This is an optimization exercise on Yosys and OpenROAD, whose aim is small area, a short achievable clock period and few clock cycles per item, not a production implementation. RTL that was checked went through simulation tests only; none was proved equivalent to the original.

== before ==
==> flow/design.v <==
module vospi_crc16 (
    input  wire [15:0] crc_in,
    input  wire [15:0] data,
    output reg  [15:0] crc_out
);
    integer i;
    reg fb;
    always @* begin
        crc_out = crc_in;
        for (i = 15; i >= 0; i = i - 1) begin
            fb      = crc_out[15] ^ data[i];
            crc_out = {crc_out[14:0], 1'b0} ^ (fb ? 16'h1021 : 16'h0000);
        end
    end
endmodule
module vospi_engine #(
    parameter LINE_WIDTH   = 80,
    parameter PPS          = 60,       
    parameter SEGS_MULTI   = 4,        
    parameter MARKER_ID    = 20,
    parameter QUIET_MS     = 200
) (
    input  wire        clk,
    input  wire        rst,
    input  wire        cmd_valid,
    output wire        cmd_ready,
    input  wire [2:0]  cmd_op,
    input  wire [7:0]  cmd_hint,
    input  wire        cfg_ok,
    output reg         cfg_req,
    output reg         rsp_valid,
    output wire [1:0]  rsp_code,
    output reg         rsp_active,
    input  wire [31:0] now,
    output reg         xfer_start,
    output reg         xfer_abort,
    input  wire        rx_valid,
    output wire        rx_ready,
    input  wire [15:0] rx_data,
    input  wire        pool_avail,
    input  wire [3:0]  pool_slot,
    output reg         acq_take,
    output reg         rel_valid,
    output reg         rel_used,
    output wire [3:0]  rel_slot,
    output wire        mem_we,
    output wire [3:0]  mem_slot,
    output wire [15:0] mem_addr,
    output wire [15:0] mem_wdata
);
    localparam PACKET_WORDS = 2 + LINE_WIDTH + 1;
    localparam TAP = 8;                    
    localparam [2:0] OP_INIT = 3'd0, OP_DEINIT = 3'd1, OP_ABORT = 3'd2,
                     OP_RESTART = 3'd3;
    localparam [1:0] RES_OK = 2'd0, RES_ERR_TRANSPORT = 2'd1, RES_ERR_STATE = 2'd2;
    reg        initialised;
    reg        multi_segment;
    reg        streaming;
    reg        capturing;
    reg [5:0]  exp_pid;                    
    reg [1:0]  exp_seg;                    
    reg        slot_valid;
    reg [3:0]  slot;
    reg [3:0]  slot_o;                     
    reg [31:0] last_resync;
    reg [15:0] rx_q;
    reg        rxv_q;                      
    reg        pool_avail_q;
    reg        rx_rdy;
    reg [6:0]  widx;                       
    reg [6:0]  d;                          
    reg        hdr_q;                      
    reg        pay_q;                      
    reg        last_q;                     
    reg [15:0] crc;
    reg        f_skip;                     
    reg        f_r2;                       
    reg        f_bad;                      
    reg [15:0] rb [0:LINE_WIDTH-1];        
    reg        wst;                        
    reg        wst2;                       
    reg        wact;                       
    reg [6:0]  wk;                         
    reg [6:0]  wc;                         
    reg [10:0] base_hi;                    
    reg [10:0] addr_hi;                    
    reg        zbase;                      
    reg        fc_flag;                    
    reg        fc_take;                    
    reg        fcd;                        
    reg        cmd_rdy;
    reg        c1;                         
    reg        c2;                         
    reg        rs1;                        
    reg [1:0]  code1, code2, code3;        
    reg        q_lo;                       
    reg        q_b;                        
    reg        q_k;                        
    reg        q_x;                        
    assign cmd_ready = cmd_rdy;
    assign rx_ready  = rx_rdy;
    assign rel_slot  = slot_o;
    assign mem_we    = wact;
    assign mem_slot  = slot_o;
    assign rsp_code  = code3;
    assign mem_addr  = {addr_hi, wc[3:0], 1'b0};
    assign mem_wdata = rb[LINE_WIDTH-1];
    wire [15:0] crc_next;
    vospi_crc16 u_crc (
        .crc_in (crc),
        .data   (rx_q),
        .crc_out(crc_next)
    );
    wire cmd_fire   = cmd_valid && cmd_rdy;
    wire op_init    = (cmd_op == OP_INIT);
    wire op_abort   = (cmd_op == OP_ABORT) || (cmd_op == OP_DEINIT);
    wire op_deinit  = (cmd_op == OP_DEINIT);
    wire op_restart = (cmd_op == OP_RESTART);
    wire init_ok    = cmd_fire && !initialised && op_init && cfg_ok;
    wire abort_fire = cmd_fire && initialised && op_abort;
    wire acc        = rx_valid && rx_rdy && streaming && !abort_fire;
    wire w_pay      = (widx >= 7'd2) && (widx < 7'd2 + LINE_WIDTH);
    wire acc_pay    = acc && w_pay;
    wire acc_first  = acc && (widx == 7'd2);
    wire [6:0] widx_d = abort_fire ? 7'd0 :
                        !acc ? widx :
                        (widx == PACKET_WORDS - 1) ? 7'd0 : widx + 7'd1;
    wire [6:0] d_inc = (d == LINE_WIDTH - 1) ? 7'd0 : d + 7'd1;
    wire [6:0] d_d   = acc_first ? 7'd0 : acc_pay ? d : d_inc;
    wire rdy_d       = !((widx_d >= 7'd3) && (widx_d < 7'd2 + LINE_WIDTH)) ||
                       (d_d[2:0] == 3'd0);
    wire [11:0] h_pid    = rx_q[11:0];
    wire [2:0]  h_seg    = rx_q[14:12];
    wire        h_dc     = (rx_q[11:8] == 4'hF);
    wire        h_marker = multi_segment && (h_pid == MARKER_ID);
    wire        e_zero   = (exp_pid == 6'd0);
    wire        h_r1     = e_zero && (h_pid != 12'd0);
    wire        h_r2     = h_marker && (exp_seg == 2'd0) && (h_seg != 3'd1);
    wire        h_bad    = (h_pid != {6'd0, exp_pid}) ||
                           (h_marker && (h_seg != {1'b0, exp_seg} + 3'd1));
    wire ev      = last_q && initialised && capturing && !f_skip;
    wire ev_r2   = ev && f_r2;
    wire ev_try  = ev && !f_r2;
    wire crc_ok  = (crc == rx_q);
    wire ev_bad  = ev_try && (f_bad || !crc_ok);
    wire ev_ok   = ev_try && !f_bad && crc_ok;
    wire ev_nosl = ev_ok && !slot_valid && !pool_avail_q;
    wire ev_acc  = ev_ok && (slot_valid || pool_avail_q);
    wire pid_wrap   = (exp_pid == PPS - 1);
    wire seg_wrap   = (exp_seg == SEGS_MULTI - 1);
    wire frame_done = pid_wrap && (!multi_segment || seg_wrap);
    wire        wlast   = (wk == LINE_WIDTH - 1);
    wire [6:0]  wc_d    = wst2 ? d : (wc == LINE_WIDTH - 1) ? 7'd0 : wc + 7'd1;
    wire [10:0] base_d  = !wst2 ? base_hi : zbase ? 11'd0 : base_hi + 11'd5;
    wire [1:0]  code_now = (op_init && initialised) ? RES_ERR_STATE :
                           (op_init && !cfg_ok) ? RES_ERR_TRANSPORT :
                           (op_abort && !initialised) ? RES_ERR_STATE : RES_OK;
    wire [23:0] hs_a = now[31:8] ~^ last_resync[31:8];    
    wire [23:0] hs_o = now[31:8] | ~last_resync[31:8];    
    wire [7:0]  d_lo = now[7:0] - last_resync[7:0];
    wire        quiet_ok = !(q_lo && q_k && (q_x == !q_b));
    wire busy = rx_valid || rxv_q || wst || wst2 || wact || fcd || acq_take ||
                rel_valid || c1 || c2 || cmd_fire;
    integer i, j;
    always @(posedge clk) begin
        rx_q         <= rx_data;
        pool_avail_q <= pool_avail;
        q_lo         <= d_lo < QUIET_MS;
        q_b          <= now[7:0] < last_resync[7:0];
        q_k          <= &(hs_a[23:1] ~^ hs_o[22:0]);
        q_x          <= hs_a[0];
        for (j = 0; j < LINE_WIDTH / TAP; j = j + 1) begin
            for (i = 1; i < TAP; i = i + 1)
                rb[j*TAP + i] <= rb[j*TAP + i - 1];
            rb[j*TAP] <= (pay_q && d[6:3] == j) ? rx_q :
                         rb[(j*TAP + LINE_WIDTH - 1) % LINE_WIDTH];
        end
        wc        <= wc_d;
        slot_o    <= slot;
        code1     <= code_now;
        code2     <= code1;
        code3     <= code2;
        rsp_active <= initialised && streaming && capturing;
        rel_used  <= !(cmd_valid && cmd_rdy && op_deinit);
        base_hi   <= base_d;
        addr_hi   <= base_d + {8'd0, wc_d[6:4]};
    end
    always @(posedge clk) begin
        cfg_req    <= 1'b0;
        xfer_start <= 1'b0;
        xfer_abort <= 1'b0;
        acq_take   <= 1'b0;
        rel_valid  <= 1'b0;
        rsp_valid  <= 1'b0;
        if (rst) begin
            initialised   <= 1'b0;
            streaming     <= 1'b0;
            rxv_q         <= 1'b0;
            widx          <= 7'd0;
            hdr_q         <= 1'b0;
            pay_q         <= 1'b0;
            last_q        <= 1'b0;
            rx_rdy        <= 1'b0;
            wst           <= 1'b0;
            wst2          <= 1'b0;
            wact          <= 1'b0;
            fc_flag       <= 1'b0;
            fcd           <= 1'b0;
            cmd_rdy       <= 1'b0;
            c1            <= 1'b0;
            c2            <= 1'b0;
            rs1           <= 1'b0;
        end else begin
            cmd_rdy <= !busy;
            rxv_q  <= acc;
            hdr_q  <= acc && (widx == 7'd0);
            pay_q  <= acc_pay;
            last_q <= acc && (widx == PACKET_WORDS - 1);
            widx   <= widx_d;
            d      <= d_d;
            rx_rdy <= rdy_d;
            if (rxv_q)
                crc <= last_q ? 16'd0 : crc_next;
            if (hdr_q) begin
                f_skip <= h_dc || h_r1;
                f_r2   <= h_r2;
                f_bad  <= h_bad;
            end
            if (ev_r2)
                exp_pid <= 6'd0;
            if (ev_bad) begin
                xfer_abort  <= 1'b1;
                streaming   <= 1'b0;
                capturing   <= 1'b0;
                exp_pid     <= 6'd0;
                exp_seg     <= 2'd0;
                last_resync <= now;
            end
            if (ev_nosl)
                capturing <= 1'b0;
            if (ev_acc) begin
                if (!slot_valid) begin
                    acq_take   <= 1'b1;
                    slot_valid <= 1'b1;
                end
                wst     <= 1'b1;
                zbase   <= e_zero && (exp_seg == 2'd0);
                fc_flag <= frame_done;
                fc_take <= pool_avail_q;
                if (pid_wrap) begin
                    exp_pid <= 6'd0;
                    if (multi_segment)
                        exp_seg <= exp_seg + 2'd1;
                end else begin
                    exp_pid <= exp_pid + 6'd1;
                end
                if (frame_done && !pool_avail_q) begin
                    slot_valid <= 1'b0;
                    capturing  <= 1'b0;
                end
            end
            if (acq_take)
                slot <= pool_slot;
            wst2 <= wst;
            if (wst)
                wst <= 1'b0;
            if (wst2) begin
                wact    <= 1'b1;
                wk      <= 7'd0;
            end
            if (wact) begin
                wk <= wk + 7'd1;
                if (wlast) begin
                    wk      <= 7'd0;
                    wact    <= 1'b0;
                    fcd     <= fc_flag;
                    fc_flag <= 1'b0;
                end
            end
            if (fcd) begin
                fcd       <= 1'b0;
                rel_valid <= 1'b1;
                acq_take  <= fc_take;
            end
            c1  <= cmd_fire;
            c2  <= c1;
            rs1 <= cmd_fire && initialised && op_restart;
            if (cmd_fire && op_init && !initialised)
                cfg_req <= 1'b1;
            if (init_ok) begin
                multi_segment <= (cmd_hint > 8'd1);
                exp_pid       <= 6'd0;
                exp_seg       <= 2'd0;
                streaming     <= 1'b0;
                capturing     <= 1'b0;
                slot_valid    <= 1'b0;
                last_resync   <= now;
                initialised   <= 1'b1;
            end
            if (abort_fire) begin
                xfer_abort  <= streaming;
                streaming   <= 1'b0;
                capturing   <= 1'b0;
                exp_pid     <= 6'd0;
                exp_seg     <= 2'd0;
                last_resync <= now;
                crc         <= 16'd0;
                if (op_deinit) begin
                    if (slot_valid)
                        rel_valid <= 1'b1;
                    slot_valid  <= 1'b0;
                    initialised <= 1'b0;
                end
            end
            if (cmd_fire && initialised && op_restart)
                capturing <= 1'b1;
            if (rs1 && !streaming && quiet_ok) begin
                streaming  <= 1'b1;
                xfer_start <= 1'b1;
                widx       <= 7'd0;
                crc        <= 16'd0;
            end
            if (c2)
                rsp_valid  <= 1'b1;
        end
    end
endmodule
export LEC_CHECK = 0
export CAP_MARGIN = 20
export CORE_MARGIN = 2
export CORE_UTILIZATION = 70
export CTS_CLUSTER_DIAMETER = 55
export CTS_CLUSTER_SIZE = 25
export SLEW_MARGIN = 20
create_clock -name core_clock -period 10.0 [get_ports {clk}]
standard.sh (not shown) runs the stock make flow with config.mk's settings and CLKGATE_MAP_FILE= SYNTH_SCRIPT=/design/flow/synth_recipe.tcl, a recipe that flattens the netlist after the stock synthesis.
==> flow/flow/run.sh <==
#!/bin/bash
# The standard ORFS layout (the standard.sh), asking timing repair for
# more setup slack than the clock period needs and buffering the ports with
# buf_2 instead of the default delay buffer.
set -euo pipefail
bash standard.sh 'SETUP_SLACK_MARGIN=6.9' 'BUFFER_PORTS_ARGS=-buffer_cell sky130_fd_sc_hd__buf_2' finish > orfs_make.log 2>&1
For after, these inputs were changed with respect to before:
--- a/flow/design.v
+++ b/flow/design.v
@@ -118,5 +118,6 @@
     wire op_restart = (cmd_op == OP_RESTART);
     wire init_ok    = cmd_fire && !initialised && op_init && cfg_ok;
-    wire abort_fire = cmd_fire && initialised && op_abort;
+    wire abort_fire = cmd_fire && op_abort;
+    wire kill       = cmd_fire && (!initialised || op_abort);
     wire acc        = rx_valid && rx_rdy && streaming && !abort_fire;
     wire w_pay      = (widx >= 7'd2) && (widx < 7'd2 + LINE_WIDTH);
@@ -128,6 +129,7 @@
     wire [6:0] d_inc = (d == LINE_WIDTH - 1) ? 7'd0 : d + 7'd1;
     wire [6:0] d_d   = acc_first ? 7'd0 : acc_pay ? d : d_inc;
-    wire rdy_d       = !((widx_d >= 7'd3) && (widx_d < 7'd2 + LINE_WIDTH)) ||
-                       (d_d[2:0] == 3'd0);
+    wire rdy_acc     = !((widx >= 7'd3) && (widx < 7'd1 + LINE_WIDTH)) || (d[2:0] == 3'd0);
+    wire rdy_idle    = !((widx >= 7'd3) && (widx < 7'd2 + LINE_WIDTH)) || (d[2:0] == 3'd7);
+    wire rdy_d       = abort_fire || ((rx_valid && rx_rdy && streaming) ? rdy_acc : rdy_idle);
     wire [11:0] h_pid    = rx_q[11:0];
     wire [2:0]  h_seg    = rx_q[14:12];
@@ -173,6 +175,6 @@
             for (i = 1; i < TAP; i = i + 1)
                 rb[j*TAP + i] <= rb[j*TAP + i - 1];
-            rb[j*TAP] <= (pay_q && d[6:3] == j) ? rx_q :
-                         rb[(j*TAP + LINE_WIDTH - 1) % LINE_WIDTH];
+            rb[j*TAP] <= ~((pay_q && d[6:3] == j) ? ((j % 2 == 0) ? rx_q : ~rx_q) :
+                           rb[(j*TAP + LINE_WIDTH - 1) % LINE_WIDTH]);
         end
         wc        <= wc_d;
@@ -288,15 +290,5 @@
             if (cmd_fire && op_init && !initialised)
                 cfg_req <= 1'b1;
-            if (init_ok) begin
-                multi_segment <= (cmd_hint > 8'd1);
-                exp_pid       <= 6'd0;
-                exp_seg       <= 2'd0;
-                streaming     <= 1'b0;
-                capturing     <= 1'b0;
-                slot_valid    <= 1'b0;
-                last_resync   <= now;
-                initialised   <= 1'b1;
-            end
-            if (abort_fire) begin
+            if (kill) begin
                 xfer_abort  <= streaming;
                 streaming   <= 1'b0;
@@ -306,10 +298,16 @@
                 last_resync <= now;
                 crc         <= 16'd0;
-                if (op_deinit) begin
-                    if (slot_valid)
-                        rel_valid <= 1'b1;
-                    slot_valid  <= 1'b0;
-                    initialised <= 1'b0;
-                end
+            end
+            if (cmd_fire && !initialised) begin
+                multi_segment <= (cmd_hint > 8'd1);
+                slot_valid    <= 1'b0;
+            end
+            if (init_ok)
+                initialised <= 1'b1;
+            if (cmd_fire && initialised && op_deinit) begin
+                if (slot_valid)
+                    rel_valid <= 1'b1;
+                slot_valid  <= 1'b0;
+                initialised <= 1'b0;
             end
             if (cmd_fire && initialised && op_restart)
[summary]
after packs its core looser than before.
Routing usage on met3 essentially unchanged between after and before.
Compared with before, after shows a synthesized cell count that is 3.0% higher.
Between before and after, the flow reports count of unique library cells instantiated by Yosys increasing by more than 10%.
Taking before as the reference point, the total placed cells including tap cells of after rises by about 2%.
There was hardly any difference in clock-cell share of area between before and after.
[compare] base=before new=after: worst setup slack climbed 0.032 ns, height of the die dropped 0.40%, wire length the detailed router placed on met1 dropped about 6%.
Delta (after minus before): die boundary width has decreased, non-filler instance count after layout has increased.
Testbench counts of after, summed over its fixed seeds: cycles 423,840, items 5,100.
For before, only the layout was checked, not whether the RTL still works.

static timing again, ports no longer ideal:
No port has a modelled driver above. Below, the same layouts with a new extraction and two added sets of constraints.
Step 1, drivers: a clkbuf_16 drives clk and a buf_2 each remaining input, both assumed.
Step 2, shift: input delay + t, output delay - t, t = (earliest + latest rising clock arrival at the registers) / 2. This alone moves slack from input paths to output paths.
Slacks: ideal ports / drivers / drivers and shift; pairs: ideal ports / drivers.
run | t, ns | setup WS [ns] | worst setup path at the end | worst register clock-pin slew, ns | worst data-port slew with drivers (ns)
before | 0.677 | 6.863 / 6.828 / 6.224 | input to register | 0.11 / 0.11 | 0.05
after | 0.675 | 6.895 / 6.835 / 6.245 | input to register | 0.10 / 0.10 | 0.06
After both steps setup and hold are still met in every run listed. The setup slack of after, which loses most, moves by -0.060 ns with the drivers and by -0.650 ns with both steps.
